Source: an optimization exercise on an open RTL-to-GDS flow (aim: small area). Production flows keep margins and buffers that such runs may drop.
In this exercise RTL edits were held to simulation tests only and were not proved equivalent to the original.
No driver is modelled on the clock port, so clocking that relies on it looks cheaper here than on a real chip.
No activity file was given, so power comes from the tool's default toggle rates.

==> pepper: inputs <==
==> flow/design.v <==
module jdo_rca #(
    parameter W = 8
) (
    input  wire [W-1:0] a,
    input  wire [W-1:0] b,
    input  wire         ci,
    output wire [W-1:0] s,
    output wire         co
);
    wire [W:0] c;
    assign c[0] = ci;
    genvar i;
    generate for (i = 0; i < W; i = i + 1) begin : g_bit
        assign s[i]   = a[i] ^ b[i] ^ c[i];
        assign c[i+1] = (a[i] & b[i]) | (a[i] & c[i]) | (b[i] & c[i]);
    end endgenerate
    assign co = c[W];
endmodule
module jdo_coord_non (
    input  wire [11:0] raw,
    output wire [6:0]  coord
);
    wire [3:0]  lo;
    wire        c4, c16;
    wire [11:0] hi;
    jdo_rca #(4)  a_lo (.a(~raw[3:0]), .b(raw[11:8]), .ci(1'b1), .s(lo), .co(c4));
    jdo_rca #(12) a_hi (.a(raw), .b({4'hF, ~raw[11:4]}), .ci(c4), .s(hi), .co(c16));
    assign coord = hi[11:5];
endmodule
module jdo_coord_inv (
    input  wire [11:0] raw,
    output wire [5:0]  coord
);
    wire [2:0]  lo;
    wire        c3, c15;
    wire [11:0] hi;
    jdo_rca #(3)  a_lo (.a(raw[2:0]), .b(~raw[11:9]), .ci(1'b1), .s(lo), .co(c3));
    jdo_rca #(12) a_hi (.a(~raw), .b({3'h7, raw[11:3]}), .ci(c3), .s(hi), .co(c15));
    assign coord = hi[11:6];
endmodule
module jdo_duty_map (
    input  wire [11:0] raw,
    output wire [10:0] hi,      
    output wire        sat      
);
    wire [11:0] nz;             
    assign nz[0] = 1'b0;
    genvar i;
    generate for (i = 0; i < 11; i = i + 1) begin : g_nz
        assign nz[i+1] = nz[i] | raw[i];
    end endgenerate
    wire neg = ~raw[11];
    assign sat = neg & ~nz[11];
    assign hi  = (raw[10:0] ^ ({11{neg}} & nz[10:0])) | {11{sat}};
endmodule
module jdo (
    input  wire        clk,
    input  wire        rst,          
    input  wire [31:0] op,           
    input  wire [31:0] now,          
    output wire [15:0] pwm_out0,
    output wire [15:0] pwm_out1,
    output wire [16:0] disp_out,
    output wire        ind_out,
    output wire [31:0] result_out,
    output wire        fault_out
);
    localparam [31:0] DEBOUNCE_W = 32'd200000;
    reg [31:0] last_a, last_j;
    reg        va, vj;           
    reg        mod_en;
    reg        bj;               
    reg        pend_a, pend_j;
    reg [11:0] rx, ry;
    reg        vr;               
    reg        dm;               
    reg [10:0] pwm0_hi, pwm1_hi;
    reg        pwm0_sat, pwm1_sat;
    reg        disp_b;
    reg [5:0]  disp_inv;
    reg [6:0]  disp_non;
    reg [2:0]  phase;
    reg        faulted;
    reg [2:0]  fault_code;
    reg [31:0] result;
    wire [3:0]  opc  = op[31:28];
    wire        src  = op[27];
    wire [3:0]  idx  = op[3:0];
    wire z26 = (op[26:24] == 3'd0);
    wire z27 = z26 & ~op[27];
    wire z23 = (op[23:12] == 12'd0);
    wire z11 = (op[11:4] == 8'd0);
    wire z3  = (op[3:0] == 4'd0);
    wire is_nop    = (opc == 4'h0);
    wire is_fall   = (opc == 4'h1);
    wire is_svc    = (opc == 4'h2);
    wire is_sample = (opc == 4'h3);
    wire is_loopnz = (opc >= 4'h4) && (opc <= 4'h8);
    wire is_mapcn  = (opc == 4'h9);
    wire is_mapci  = (opc == 4'hA);
    wire is_mapd   = (opc == 4'hB);
    wire is_map    = is_mapcn | is_mapci | is_mapd;
    wire is_read   = (opc == 4'hC);
    wire illegal_op = (opc >= 4'hD);
    wire res_ok =
        ((is_nop | is_loopnz) & z27 & z23 & z11 & z3) |
        ((is_fall | is_svc)   & z26 & z23 & z11 & z3) |
        (is_sample & z27) |
        (is_map    & z27 & z23) |
        (is_read   & z27 & z23 & z11);
    wire reserved_field = !illegal_op && !res_ok;
    reg in_phase;
    always @(*) begin
        case (phase)
            3'd0:    in_phase = (opc == 4'h3);
            3'd1:    in_phase = (opc == 4'h4);
            3'd2:    in_phase = (opc == 4'h5);
            3'd3:    in_phase = (opc == 4'h6);
            3'd4:    in_phase = (opc == 4'h7);
            3'd5:    in_phase = (opc == 4'h8);
            default: in_phase = 1'b0;
        endcase
    end
    wire is_loop  = is_sample | is_loopnz;
    wire pend_s   = src ? pend_j : pend_a;
    wire bad_reg  = (idx > 4'd10);
    wire seq_fault = is_loop & ~in_phase;
    wire spur      = is_svc & ~pend_s;
    wire exec_fault = seq_fault | spur | (is_read & bad_reg);
    wire raise = illegal_op | reserved_field | exec_fault;
    wire [2:0] raise_code = illegal_op ? 3'd1 : reserved_field ? 3'd2 :
                            seq_fault ? 3'd3 : spur ? 3'd4 : 3'd5;
    wire ok = ~raise;
    wire [11:0] u = is_map ? op[11:0] : rx;
    wire [11:0] v = is_map ? op[11:0] : ry;
    wire [6:0]  non_v;
    wire [5:0]  inv_u;
    wire [10:0] du_hi, dv_hi;
    wire        du_sat, dv_sat;
    jdo_coord_non cn (.raw(v), .coord(non_v));
    jdo_coord_inv ci (.raw(u), .coord(inv_u));
    jdo_duty_map  d0 (.raw(u), .hi(du_hi), .sat(du_sat));
    jdo_duty_map  d1 (.raw(v), .hi(dv_hi), .sat(dv_sat));
    wire        sel_j    = is_svc ? src : op[1];
    wire [31:0] last_s   = ({32{~sel_j & va}} & last_a) | ({32{sel_j & vj}} & last_j);
    wire [32:0] bc;
    wire [31:0] delta;
    assign bc[0] = 1'b1;
    genvar gi;
    generate for (gi = 0; gi < 32; gi = gi + 1) begin : g_sub
        wire nl = ~last_s[gi];
        assign delta[gi]  = now[gi] ^ nl ^ bc[gi];
        assign bc[gi+1]   = (now[gi] & nl) | (now[gi] & bc[gi]) | (nl & bc[gi]);
    end endgenerate
    wire [18:0] gt;
    assign gt[0] = 1'b0;
    generate for (gi = 0; gi < 18; gi = gi + 1) begin : g_cmp
        if (DEBOUNCE_W[gi]) assign gt[gi+1] = delta[gi] & gt[gi];
        else                assign gt[gi+1] = delta[gi] | gt[gi];
    end endgenerate
    wire accept = gt[18] | (|delta[31:18]);
    wire ph2 = (phase == 3'd2);
    wire ph4 = (phase == 3'd4);
    wire nr  = ~rst;
    wire rd  = is_read & nr & ok;
    wire r0  = rd & (idx == 4'd0);
    wire r12 = rd & ((idx == 4'd1) | (idx == 4'd2));
    wire r3  = rd & (idx == 4'd3);
    wire r4  = rd & (idx == 4'd4) & vr;
    wire r5  = rd & (idx == 4'd5);
    wire r6  = rd & (idx == 4'd6);
    wire r7  = rd & (idx == 4'd7);
    wire r8  = rd & (idx == 4'd8);
    wire r9  = rd & (idx == 4'd9);
    wire r10 = rd & (idx == 4'd10);
    wire mp  = nr & ok;
    wire s_non  = (is_mapcn & mp) | (r7 & ph4);
    wire s_invl = is_mapci & mp;
    wire s_invh = r7 & ph4;
    wire s_dv   = r5 & ph2 & dm;
    wire s_du   = (is_mapd & mp) | s_dv;
    wire s_pwm  = r6 | (r5 & ~ph2);
    wire s_disp = r8 | (r7 & ~ph4);
    wire [15:0] du = {du_hi, {5{du_sat}}};
    wire [15:0] dv = {dv_hi, {5{dv_sat}}};
    wire [15:0] pwm0 = {pwm0_hi, {5{pwm0_sat}}};
    wire [15:0] pwm1 = {pwm1_hi, {5{pwm1_sat}}};
    wire [15:0] disp16 = {2'd0, disp_inv, 1'b0, disp_non};
    wire [31:0] result_next =
        ({32{s_non}}  & {25'd0, non_v}) |
        ({32{s_invl}} & {26'd0, inv_u}) |
        ({32{s_invh}} & {18'd0, inv_u, 8'd0}) |
        ({32{s_du}}   & {16'd0, du}) |
        ({32{s_dv}}   & {dv, 16'd0}) |
        ({32{s_pwm}}  & {pwm1, pwm0}) |
        ({32{s_disp}} & {16'd0, disp16}) |
        ({32{r8}}     & {15'd0, disp_b, 16'd0}) |
        ({32{r0}}     & {29'd0, bj, bj, mod_en}) |
        ({32{r12}}    & last_s) |
        ({32{r3}}     & {30'd0, pend_j, pend_a}) |
        ({32{r4}}     & {8'd0, ry, rx}) |
        ({32{r9}}     & {29'd0, phase}) |
        ({32{r10}}    & {25'd0, fault_code, 3'd0, faulted});
    wire do_loop = ok & is_loop;
    wire wr_res  = ok & (is_map | is_read);
    wire svc_ok  = ok & is_svc;
    wire we_a    = svc_ok & ~src & accept;
    wire we_j    = svc_ok &  src & accept;
    wire do_samp = do_loop & (opc == 4'h3);
    wire do_act  = do_loop & (opc == 4'h5);
    wire do_rend = do_loop & (opc == 4'h7);
    always @(posedge clk) begin
        result <= (result & {32{~rst & ~wr_res}}) | result_next;
        if (we_a) last_a <= now;
        if (we_j) last_j <= now;
        if (do_samp) begin
            rx <= op[11:0];
            ry <= op[23:12];
        end
        if (do_loop && opc == 4'h4)
            dm <= mod_en;
    end
    always @(posedge clk) begin
        if (rst) begin
            va         <= 1'b0;
            vj         <= 1'b0;
            vr         <= 1'b0;
            mod_en     <= 1'b1;
            bj         <= 1'b0;
            pend_a     <= 1'b0;
            pend_j     <= 1'b0;
            phase      <= 3'd0;
            faulted    <= 1'b0;
            fault_code <= 3'd0;
        end else begin
            if (raise) begin
                if (!faulted)
                    fault_code <= raise_code;
                faulted <= 1'b1;
            end
            if (ok & is_fall) begin
                if (src == 1'b0) pend_a <= 1'b1;
                else             pend_j <= 1'b1;
            end
            if (svc_ok) begin
                if (src == 1'b0) pend_a <= 1'b0;
                else             pend_j <= 1'b0;
            end
            if (we_a) begin
                va     <= 1'b1;
                mod_en <= !mod_en;
            end
            if (we_j) begin
                vj <= 1'b1;
                bj <= !bj;
            end
            if (do_loop)
                case (phase)
                    3'd0:    phase <= 3'd1;
                    3'd1:    phase <= 3'd2;
                    3'd2:    phase <= 3'd3;
                    3'd3:    phase <= 3'd4;
                    3'd4:    phase <= 3'd5;
                    default: phase <= 3'd0;
                endcase
            if (do_samp)
                vr <= 1'b1;
        end
    end
    wire pwm_ld  = do_act & dm & nr;
    wire pwm_hd  = ~do_act & nr;
    wire disp_ld = do_rend & nr;
    wire disp_hd = ~do_rend & nr;
    always @(posedge clk) begin
        pwm0_hi  <= (du_hi & {11{pwm_ld}}) | (pwm0_hi & {11{pwm_hd}});
        pwm0_sat <= (du_sat & pwm_ld) | (pwm0_sat & pwm_hd);
        pwm1_hi  <= (dv_hi & {11{pwm_ld}}) | (pwm1_hi & {11{pwm_hd}});
        pwm1_sat <= (dv_sat & pwm_ld) | (pwm1_sat & pwm_hd);
        disp_b   <= (bj & disp_ld) | (disp_b & disp_hd);
        disp_inv <= (inv_u & {6{disp_ld}}) | (disp_inv & {6{disp_hd}});
        disp_non <= (non_v & {7{disp_ld}}) | (disp_non & {7{disp_hd}});
    end
    assign pwm_out0   = pwm0;
    assign pwm_out1   = pwm1;
    assign disp_out   = {disp_b, disp16};
    assign ind_out    = bj;
    assign result_out = result;
    assign fault_out  = faulted;
endmodule
==> flow/flow/run.sh <==
#!/bin/bash
set -euo pipefail
export POST_FLOORPLAN_TCL="$PWD/flow/port_bufs.tcl"
export BUFFER_PORTS_ARGS="-buffer_cell sky130_fd_sc_hd__buf_1"
export CTS_ARGS="-sink_clustering_enable -repair_clock_nets -sink_clustering_size 12 -sink_clustering_max_diameter 60 -root_buf sky130_fd_sc_hd__clkbuf_8 -buf_list sky130_fd_sc_hd__clkbuf_8 -dont_use_dummy_load"
bash standard.sh > flow_make.log 2>&1
==> flow/flow/port_bufs.tcl <==
# POST_FLOORPLAN hook: remove the buffers that synthesis put in front of
# output ports (several ports on one net, or a constant). Global placement's
# buffer_ports then gives every output port a buffer of its own, as it does
# for all other ports.
set bufs {}
foreach inst [get_cells *] {
  if {![get_property [get_lib_cells -of_objects $inst] is_buffer]} continue
  foreach pin [get_pins -of_objects $inst -filter "direction==output"] {
    if {[llength [get_ports -quiet -of_objects [get_nets -of_objects $pin]]] > 0} {
      lappend bufs $inst
    }
  }
}
puts "port_bufs.tcl: removing [llength $bufs] buffers in front of output ports"
if {[llength $bufs] > 0} { remove_buffers $bufs }
==> flow/standard.sh <==
#!/bin/bash
# synth_recipe.tcl (not shown) runs the flow's synth.tcl, then flattens the netlist and writes it again
# the make line also repeats each setting of config.mk as NAME=value (left out here)
make -C /OpenROAD-flow-scripts/flow DESIGN_CONFIG=/design/flow/config.mk WORK_HOME=/design/flow/orfs CLKGATE_MAP_FILE= SYNTH_SCRIPT=/design/flow/synth_recipe.tcl "${@:-finish}"
==> flow/config.mk <==
export PLATFORM = sky130hd
export DESIGN_NAME = jdo
export DESIGN_NICKNAME = jdo
export VERILOG_FILES = /design/flow/design.v
export SDC_FILE = /design/flow/constraint.sdc
export NUM_CORES = 4
export LEC_CHECK = 0
export CAP_MARGIN = 0
export CORE_MARGIN = 2
export CORE_UTILIZATION = 70
export SLEW_MARGIN = 0
==> flow/constraint.sdc <==
create_clock -name core_clock -period 25.0 [get_ports {clk}]
set_input_delay 5.0000 -clock core_clock [delete_from_list [all_inputs] [get_ports {clk}]]
set_output_delay 5.0000 -clock core_clock [all_outputs]
set_load 0.01 [all_outputs]
==> harbor (differences from pepper) <==
--- a/flow/design.v
+++ b/flow/design.v
@@ -109,18 +109,7 @@
         (is_map    & z27 & z23) |
         (is_read   & z27 & z23 & z11);
     wire reserved_field = !illegal_op && !res_ok;
-    reg in_phase;
-    always @(*) begin
-        case (phase)
-            3'd0:    in_phase = (opc == 4'h3);
-            3'd1:    in_phase = (opc == 4'h4);
-            3'd2:    in_phase = (opc == 4'h5);
-            3'd3:    in_phase = (opc == 4'h6);
-            3'd4:    in_phase = (opc == 4'h7);
-            3'd5:    in_phase = (opc == 4'h8);
-            default: in_phase = 1'b0;
-        endcase
-    end
+    wire in_phase = (opc == {1'b0, phase} + 4'd3);
     wire is_loop  = is_sample | is_loopnz;
     wire pend_s   = src ? pend_j : pend_a;
     wire bad_reg  = (idx > 4'd10);
@@ -255,14 +244,7 @@
                 bj <= !bj;
             end
             if (do_loop)
-                case (phase)
-                    3'd0:    phase <= 3'd1;
-                    3'd1:    phase <= 3'd2;
-                    3'd2:    phase <= 3'd3;
-                    3'd3:    phase <= 3'd4;
-                    3'd4:    phase <= 3'd5;
-                    default: phase <= 3'd0;
-                endcase
+                phase <= (phase == 3'd5) ? 3'd0 : phase + 3'd1;
             if (do_samp)
                 vr <= 1'b1;
         end
- CAP_MARGIN: 0 -> 20
- CORE_UTILIZATION: 70 -> 60
- SLEW_MARGIN: 0 -> 20
==> willow (differences from pepper) <==
==> flow/design.v, changed modules only <==
module jdo_rca #(
    parameter W = 8
) (
    input  wire [W-1:0] a,
    input  wire [W-1:0] b,
    input  wire         ci,
    output wire [W-1:0] s,
    output wire         co
);
    wire [W:0] c;
    assign c[0] = ci;
    genvar i;
    generate for (i = 0; i < W; i = i + 1) begin : g_bit
        assign s[i]   = a[i] ^ b[i] ^ c[i];
        assign c[i+1] = (a[i] & b[i]) | (c[i] & (a[i] ^ b[i]));
    end endgenerate
    assign co = c[W];
endmodule
module jdo (
    input  wire        clk,
    input  wire        rst,          
    input  wire [31:0] op,           
    input  wire [31:0] now,          
    output wire [15:0] pwm_out0,
    output wire [15:0] pwm_out1,
    output wire [16:0] disp_out,
    output wire        ind_out,
    output wire [31:0] result_out,
    output wire        fault_out
);
    localparam [31:0] DEBOUNCE_W = 32'd200000;
    reg [31:0] last_a, last_j;
    reg        va, vj;           
    reg        mod_en;
    reg        bj;               
    reg        pend_a, pend_j;
    reg [11:0] rx, ry;
    reg        vr;               
    reg        dm;               
    reg [10:0] pwm0_hi, pwm1_hi;
    reg        pwm0_sat, pwm1_sat;
    reg        disp_b;
    reg [5:0]  disp_inv;
    reg [6:0]  disp_non;
    reg [2:0]  phase;
    reg        faulted;
    reg [2:0]  fault_code;
    reg [31:0] result;
    wire [3:0]  opc  = op[31:28];
    wire        src  = op[27];
    wire [3:0]  idx  = op[3:0];
    wire z26 = (op[26:24] == 3'd0);
    wire z27 = z26 & ~op[27];
    wire z23 = (op[23:12] == 12'd0);
    wire z11 = (op[11:4] == 8'd0);
    wire z3  = (op[3:0] == 4'd0);
    wire is_nop    = (opc == 4'h0);
    wire is_fall   = (opc == 4'h1);
    wire is_svc    = (opc == 4'h2);
    wire is_sample = (opc == 4'h3);
    wire is_loopnz = (opc >= 4'h4) && (opc <= 4'h8);
    wire is_mapcn  = (opc == 4'h9);
    wire is_mapci  = (opc == 4'hA);
    wire is_mapd   = (opc == 4'hB);
    wire is_map    = is_mapcn | is_mapci | is_mapd;
    wire is_read   = (opc == 4'hC);
    wire illegal_op = (opc >= 4'hD);
    wire res_ok =
        ((is_nop | is_loopnz) & z27 & z23 & z11 & z3) |
        ((is_fall | is_svc)   & z26 & z23 & z11 & z3) |
        (is_sample & z27) |
        (is_map    & z27 & z23) |
        (is_read   & z27 & z23 & z11);
    wire reserved_field = !illegal_op && !res_ok;
    wire in_phase = (opc == {1'b0, phase} + 4'd3);
    wire is_loop  = is_sample | is_loopnz;
    wire pend_s   = src ? pend_j : pend_a;
    wire bad_reg  = (idx > 4'd10);
    wire seq_fault = is_loop & ~in_phase;
    wire spur      = is_svc & ~pend_s;
    wire exec_fault = seq_fault | spur | (is_read & bad_reg);
    wire raise = illegal_op | reserved_field | exec_fault;
    wire [2:0] raise_code = illegal_op ? 3'd1 : reserved_field ? 3'd2 :
                            seq_fault ? 3'd3 : spur ? 3'd4 : 3'd5;
    wire ok = ~raise;
    wire [11:0] u = is_map ? op[11:0] : rx;
    wire [11:0] v = is_map ? op[11:0] : ry;
    wire [6:0]  non_v;
    wire [5:0]  inv_u;
    wire [10:0] du_hi, dv_hi;
    wire        du_sat, dv_sat;
    jdo_coord_non cn (.raw(v), .coord(non_v));
    jdo_coord_inv ci (.raw(u), .coord(inv_u));
    jdo_duty_map  d0 (.raw(u), .hi(du_hi), .sat(du_sat));
    jdo_duty_map  d1 (.raw(v), .hi(dv_hi), .sat(dv_sat));
    wire        sel_j    = is_svc ? src : op[1];
    wire [31:0] last_s   = ({32{~sel_j & va}} & last_a) | ({32{sel_j & vj}} & last_j);
    wire [32:0] bc;
    wire [31:0] delta;
    assign bc[0] = 1'b1;
    genvar gi;
    generate for (gi = 0; gi < 32; gi = gi + 1) begin : g_sub
        wire nl = ~last_s[gi];
        assign delta[gi]  = now[gi] ^ nl ^ bc[gi];
        assign bc[gi+1]   = (now[gi] & nl) | (bc[gi] & (now[gi] ^ nl));
    end endgenerate
    wire [18:0] gt;
    assign gt[0] = 1'b0;
    generate for (gi = 0; gi < 18; gi = gi + 1) begin : g_cmp
        if (DEBOUNCE_W[gi]) assign gt[gi+1] = delta[gi] & gt[gi];
        else                assign gt[gi+1] = delta[gi] | gt[gi];
    end endgenerate
    wire accept = gt[18] | (|delta[31:18]);
    wire ph2 = (phase == 3'd2);
    wire ph4 = (phase == 3'd4);
    wire nr  = ~rst;
    wire rd  = is_read & nr;
    wire r0  = rd & (idx == 4'd0);
    wire r12 = rd & ((idx == 4'd1) | (idx == 4'd2));
    wire r3  = rd & (idx == 4'd3);
    wire r4  = rd & (idx == 4'd4) & vr;
    wire r5  = rd & (idx == 4'd5);
    wire r6  = rd & (idx == 4'd6);
    wire r7  = rd & (idx == 4'd7);
    wire r8  = rd & (idx == 4'd8);
    wire r9  = rd & (idx == 4'd9);
    wire r10 = rd & (idx == 4'd10);
    wire s_non  = (is_mapcn & nr) | (r7 & ph4);
    wire s_invl = is_mapci & nr;
    wire s_invh = r7 & ph4;
    wire s_dv   = r5 & ph2 & dm;
    wire s_du   = (is_mapd & nr) | s_dv;
    wire s_pwm  = r6 | (r5 & ~ph2);
    wire s_disp = r8 | (r7 & ~ph4);
    wire [15:0] du = {du_hi, {5{du_sat}}};
    wire [15:0] dv = {dv_hi, {5{dv_sat}}};
    wire [15:0] pwm0 = {pwm0_hi, {5{pwm0_sat}}};
    wire [15:0] pwm1 = {pwm1_hi, {5{pwm1_sat}}};
    wire [15:0] disp16 = {2'd0, disp_inv, 1'b0, disp_non};
    wire [31:0] result_next =
        ({32{s_non}}  & {25'd0, non_v}) |
        ({32{s_invl}} & {26'd0, inv_u}) |
        ({32{s_invh}} & {18'd0, inv_u, 8'd0}) |
        ({32{s_du}}   & {16'd0, du}) |
        ({32{s_dv}}   & {dv, 16'd0}) |
        ({32{s_pwm}}  & {pwm1, pwm0}) |
        ({32{s_disp}} & {16'd0, disp16}) |
        ({32{r8}}     & {15'd0, disp_b, 16'd0}) |
        ({32{r0}}     & {29'd0, bj, bj, mod_en}) |
        ({32{r12}}    & last_s) |
        ({32{r3}}     & {30'd0, pend_j, pend_a}) |
        ({32{r4}}     & {8'd0, ry, rx}) |
        ({32{r9}}     & {29'd0, phase}) |
        ({32{r10}}    & {25'd0, fault_code, 3'd0, faulted});
    wire do_loop = ok & is_loop;
    wire wr_res  = ok & (is_map | is_read);
    wire svc_ok  = ok & is_svc;
    wire we_a    = svc_ok & ~src & accept;
    wire we_j    = svc_ok &  src & accept;
    wire do_samp = do_loop & (opc == 4'h3);
    wire do_act  = do_loop & (opc == 4'h5);
    wire do_rend = do_loop & (opc == 4'h7);
    always @(posedge clk) begin
        if (rst | wr_res)
            result <= result_next;
        if (we_a) last_a <= now;
        if (we_j) last_j <= now;
        if (do_samp) begin
            rx <= op[11:0];
            ry <= op[23:12];
        end
        if (do_loop && opc == 4'h4)
            dm <= mod_en;
    end
    always @(posedge clk) begin
        if (rst) begin
            va         <= 1'b0;
            vj         <= 1'b0;
            vr         <= 1'b0;
            mod_en     <= 1'b1;
            bj         <= 1'b0;
            pend_a     <= 1'b0;
            pend_j     <= 1'b0;
            disp_b     <= 1'b0;
            disp_inv   <= 6'd0;
            disp_non   <= 7'd0;
            phase      <= 3'd0;
            faulted    <= 1'b0;
            fault_code <= 3'd0;
        end else begin
            if (raise) begin
                if (!faulted)
                    fault_code <= raise_code;
                faulted <= 1'b1;
            end
            if (ok & is_fall) begin
                if (src == 1'b0) pend_a <= 1'b1;
                else             pend_j <= 1'b1;
            end
            if (svc_ok) begin
                if (src == 1'b0) pend_a <= 1'b0;
                else             pend_j <= 1'b0;
            end
            if (we_a) begin
                va     <= 1'b1;
                mod_en <= !mod_en;
            end
            if (we_j) begin
                vj <= 1'b1;
                bj <= !bj;
            end
            if (do_loop)
                phase <= (phase == 3'd5) ? 3'd0 : phase + 3'd1;
            if (do_samp)
                vr <= 1'b1;
            if (do_rend) begin
                disp_b   <= bj;
                disp_inv <= inv_u;
                disp_non <= non_v;
            end
        end
    end
    wire pwm_ld = dm & nr;
    always @(posedge clk) begin
        if (rst | do_act) begin
            pwm0_hi  <= du_hi & {11{pwm_ld}};
            pwm0_sat <= du_sat & pwm_ld;
            pwm1_hi  <= dv_hi & {11{pwm_ld}};
            pwm1_sat <= dv_sat & pwm_ld;
        end
    end
    assign pwm_out0   = pwm0;
    assign pwm_out1   = pwm1;
    assign disp_out   = {disp_b, disp16};
    assign ind_out    = bj;
    assign result_out = result;
    assign fault_out  = faulted;
endmodule
==> flow/run.sh (new file) <==
#!/bin/bash
# synth_recipe.tcl (not shown) runs the flow's synth.tcl, then flattens the netlist and writes it again
# the make line also repeats each setting of config.mk as NAME=value (left out here)
make -C /OpenROAD-flow-scripts/flow DESIGN_CONFIG=/design/flow/config.mk WORK_HOME=/design/flow/orfs CLKGATE_MAP_FILE= SYNTH_SCRIPT=/design/flow/synth_recipe.tcl finish
- CAP_MARGIN: 0 -> 20
- CORE_UTILIZATION: 70 -> 40
- SLEW_MARGIN: 0 -> 20
removed: flow/flow/run.sh
removed: flow/flow/port_bufs.tcl
removed: flow/standard.sh
==> tundra (differences from pepper) <==
--- a/flow/design.v
+++ b/flow/design.v
@@ -227,8 +227,6 @@
             vr         <= 1'b0;
             mod_en     <= 1'b1;
             bj         <= 1'b0;
-            pend_a     <= 1'b0;
-            pend_j     <= 1'b0;
             phase      <= 3'd0;
             faulted    <= 1'b0;
             fault_code <= 3'd0;
@@ -237,14 +235,6 @@
                 if (!faulted)
                     fault_code <= raise_code;
                 faulted <= 1'b1;
-            end
-            if (ok & is_fall) begin
-                if (src == 1'b0) pend_a <= 1'b1;
-                else             pend_j <= 1'b1;
-            end
-            if (svc_ok) begin
-                if (src == 1'b0) pend_a <= 1'b0;
-                else             pend_j <= 1'b0;
             end
             if (we_a) begin
                 va     <= 1'b1;
@@ -267,6 +257,11 @@
                 vr <= 1'b1;
         end
     end
+    wire fall_ok = ok & is_fall;
+    always @(posedge clk) begin
+        pend_a <= nr & ((fall_ok & ~src) | (pend_a & ~(svc_ok & ~src)));
+        pend_j <= nr & ((fall_ok &  src) | (pend_j & ~(svc_ok &  src)));
+    end
     wire pwm_ld  = do_act & dm & nr;
     wire pwm_hd  = ~do_act & nr;
     wire disp_ld = do_rend & nr;
==> flow/flow/run.sh (replaced) <==
#!/bin/bash
# Own layout flow: the standard flow (standard.sh), with these changes:
#  - synthesis is the standard synthesis script (synth_recipe.tcl), except
#    that its one ABC call (technology mapping of the combinational logic)
#    uses flow/area.abc, an area-oriented mapping script, instead of ORFS's
#    abc_speed.script. Everything before ABC, including the flip-flops and
#    their names and cell types, is unchanged;
#  - after floorplan, the buffers synthesis put in front of output ports are
#    removed (flow/port_bufs.tcl), since every port gets its own buffer in
#    global placement anyway;
#  - those port buffers are the smallest buffer cell, buf_1, instead of
#    clkdlybuf4s50_1;
#  - clock tree synthesis uses clkbuf_8 buffers and no dummy loads; after it,
#    leaf clock buffers that drive at most 10 flip-flops become clkbuf_4
#    (flow/clk_leaf.tcl).
# The full make output goes to flow_make.log here; ORFS keeps each step's
# log under orfs/logs/.
set -euo pipefail
here="$PWD"
cat > "$here/flow/area_synth.tcl" <<EOF
proc abc {args} {
  set i [lsearch -exact \$args -script]
  if {\$i >= 0} { lset args [expr {\$i + 1}] {$here/flow/area.abc} }
  puts "area_synth.tcl: abc \$args"
  yosys abc {*}\$args
}
source {$here/synth_recipe.tcl}
EOF
export POST_FLOORPLAN_TCL="$here/flow/port_bufs.tcl"
export POST_CTS_TCL="$here/flow/clk_leaf.tcl"
export BUFFER_PORTS_ARGS="-buffer_cell sky130_fd_sc_hd__buf_1"
export CTS_ARGS="-sink_clustering_enable -repair_clock_nets -sink_clustering_size 12 -sink_clustering_max_diameter 60 -root_buf sky130_fd_sc_hd__clkbuf_8 -buf_list sky130_fd_sc_hd__clkbuf_8 -dont_use_dummy_load"
bash standard.sh SYNTH_SCRIPT="$here/flow/area_synth.tcl" finish > flow_make.log 2>&1
==> flow/flow/area.abc (new file) <==
&get -n
&st
&syn2
&dch
&nf -R 1000 -p
&put
==> flow/flow/clk_leaf.tcl (new file) <==
# POST_CTS hook: a clock tree leaf buffer that drives few flip-flops does not
# need a clkbuf_8; one that drives at most 10 of them gets a clkbuf_4 (same
# function, smaller).
set small [get_lib_cells sky130_fd_sc_hd__clkbuf_4]
set n 0
foreach inst [get_cells *] {
  if {[get_property $inst ref_name] ne "sky130_fd_sc_hd__clkbuf_8"} continue
  set out [get_pins -of_objects $inst -filter "direction==output"]
  set loads [get_pins -quiet -of_objects [get_nets -of_objects $out] -filter "direction==input"]
  set leaf 1
  foreach p $loads {
    if {[get_property [get_lib_cells -of_objects [get_cells -of_objects $p]] is_buffer]} { set leaf 0 }
  }
  if {$leaf && [llength $loads] <= 10} {
    replace_cell $inst $small
    incr n
  }
}
puts "clk_leaf.tcl: $n leaf clock buffers resized to clkbuf_4"
- CAP_MARGIN: 0 -> 20
- CORE_UTILIZATION: 70 -> 55
- SLEW_MARGIN: 0 -> 20
==> notes <==
- willow completed without violations. pepper finished with timing, DRC and antenna clean. harbor completed with no timing, DRC or antenna violations. tundra finished with timing, DRC and antenna clean.
- In flip-flop and latch count, tundra and willow do not differ.
- Global-route usage, highest first: pepper, tundra, harbor, willow.
- In clock power, pepper and harbor hardly differ.
- Area after synthesis: pepper is lower than willow (about 5.6%).
- The highest total power belongs to willow, the lowest to tundra.
- Worst hold slack: pepper < harbor < willow < tundra.
- In pepper the critical path depth is lower than in tundra, by 2.
- Die area: willow > harbor > tundra > pepper.
- Of harbor and willow, willow has the higher count of clock-buffer cells in the layout (gap 1).
- Sequential power is about the same in pepper and tundra.
==> figures <==
| metric | harbor | tundra | willow | pepper |
|---|---|---|---|---|
| Top fanout value on the critical path | 34 | 35 | 30 | 32 |
| Worst path depth | 55 | 55 | 54 | 53 |
| Leading cell type in the layout, fill and taps excluded | sky130_fd_sc_hd__buf_1 | sky130_fd_sc_hd__buf_1 | - | sky130_fd_sc_hd__buf_1 |
| Part of the total power dissipated in sequential elements | 59.7% | 62.2% | 48.6% | 60.3% |
| Crit Reg-Reg Startpoint | vj$_SDFFE_PP0P_ | vj$_SDFFE_PP0P_ | vj$_SDFFE_PP0P_ | va$_SDFFE_PP0P_ |
| Post-synth design cell area | 9770 sq um | 8510 sq um | 10200 sq um | 9590 sq um |
| Clock network power share | 29.7% | 28.4% | 39.8% | 29.5% |
| First-pass DRT Iterations | 6 | 5 | 6 | 6 |
| Fraction of area in multi-input gates | 45.9% | 41.7% | 37.9% | 45.0% |
| Share of post-route cells with drive strength above 1 | 7.29% | 4.21% | 7.21% | 7.27% |
| Final design utilization | 66.8% | 62.9% | 49.3% | 77.8% |
| Final WL | 29200 um | 28100 um | 32400 um | 28100 um |
| Clk. pwr | 0.148 mW | 0.136 mW | 0.261 mW | 0.146 mW |
| Via count | 8451 | 7454 | 8362 | 8350 |
| Die X | 132 um | 128 um | 163 um | 121 um |
| Average via count per standard cell | 6.71 | 6.56 | 5.98 | 6.84 |
| Result of the run | no timing/DRC/antenna violations | no timing/DRC/antenna violations | no timing/DRC/antenna violations | no timing/DRC/antenna violations |
| Pin count of the biggest net entering global routing | 35 | 36 | 37 | 35 |
| Pint | 0.374 mW | 0.360 mW | 0.487 mW | 0.374 mW |
| Detailed route wirelength on metal3 | 3510 um | 2290 um | 2550 um | 3930 um |
| # nets final | 1158 | 1059 | 1184 | 1155 |

static timing again, ports no longer ideal:
How much do the figures lean on ideal ports? The routed layouts below were timed once more, with nothing changed but the port constraints. Step 1 sets driving cells, clkbuf_16 on the clock port and buf_2 on the other inputs (assumed; they add their load-dependent delay and slew). Step 2 also shifts input and output timing later by t, the mid clock arrival at the registers, as if the neighbouring blocks saw the same clock. Slacks: ideal ports / drivers / drivers and shift; pairs: ideal ports / drivers.
| run | t, ns | setup slack, ns | worst hold slack (ns) | worst setup path at the end | cell pins on the clock port's net |
|---|---|---|---|---|---|
| pepper | 0.499 | 4.768 / 4.784 / 4.285 | 0.456 / 0.456 / 0.456 | input to register | 1 |
| harbor | 0.508 | 4.603 / 4.620 / 4.113 | 0.463 / 0.463 / 0.463 | input to register | 1 |
| willow | 0.483 | 4.183 / 4.209 / 3.726 | 0.468 / 0.468 / 0.468 | input to register | 1 |
| tundra | 0.490 | 4.707 / 4.728 / 4.237 | 0.482 / 0.482 / 0.482 | input to register | 1 |
After both steps every run listed still meets setup and hold. For harbor, which loses most, drivers alone change the setup slack by +0.017 ns; drivers and shift together by -0.490 ns.
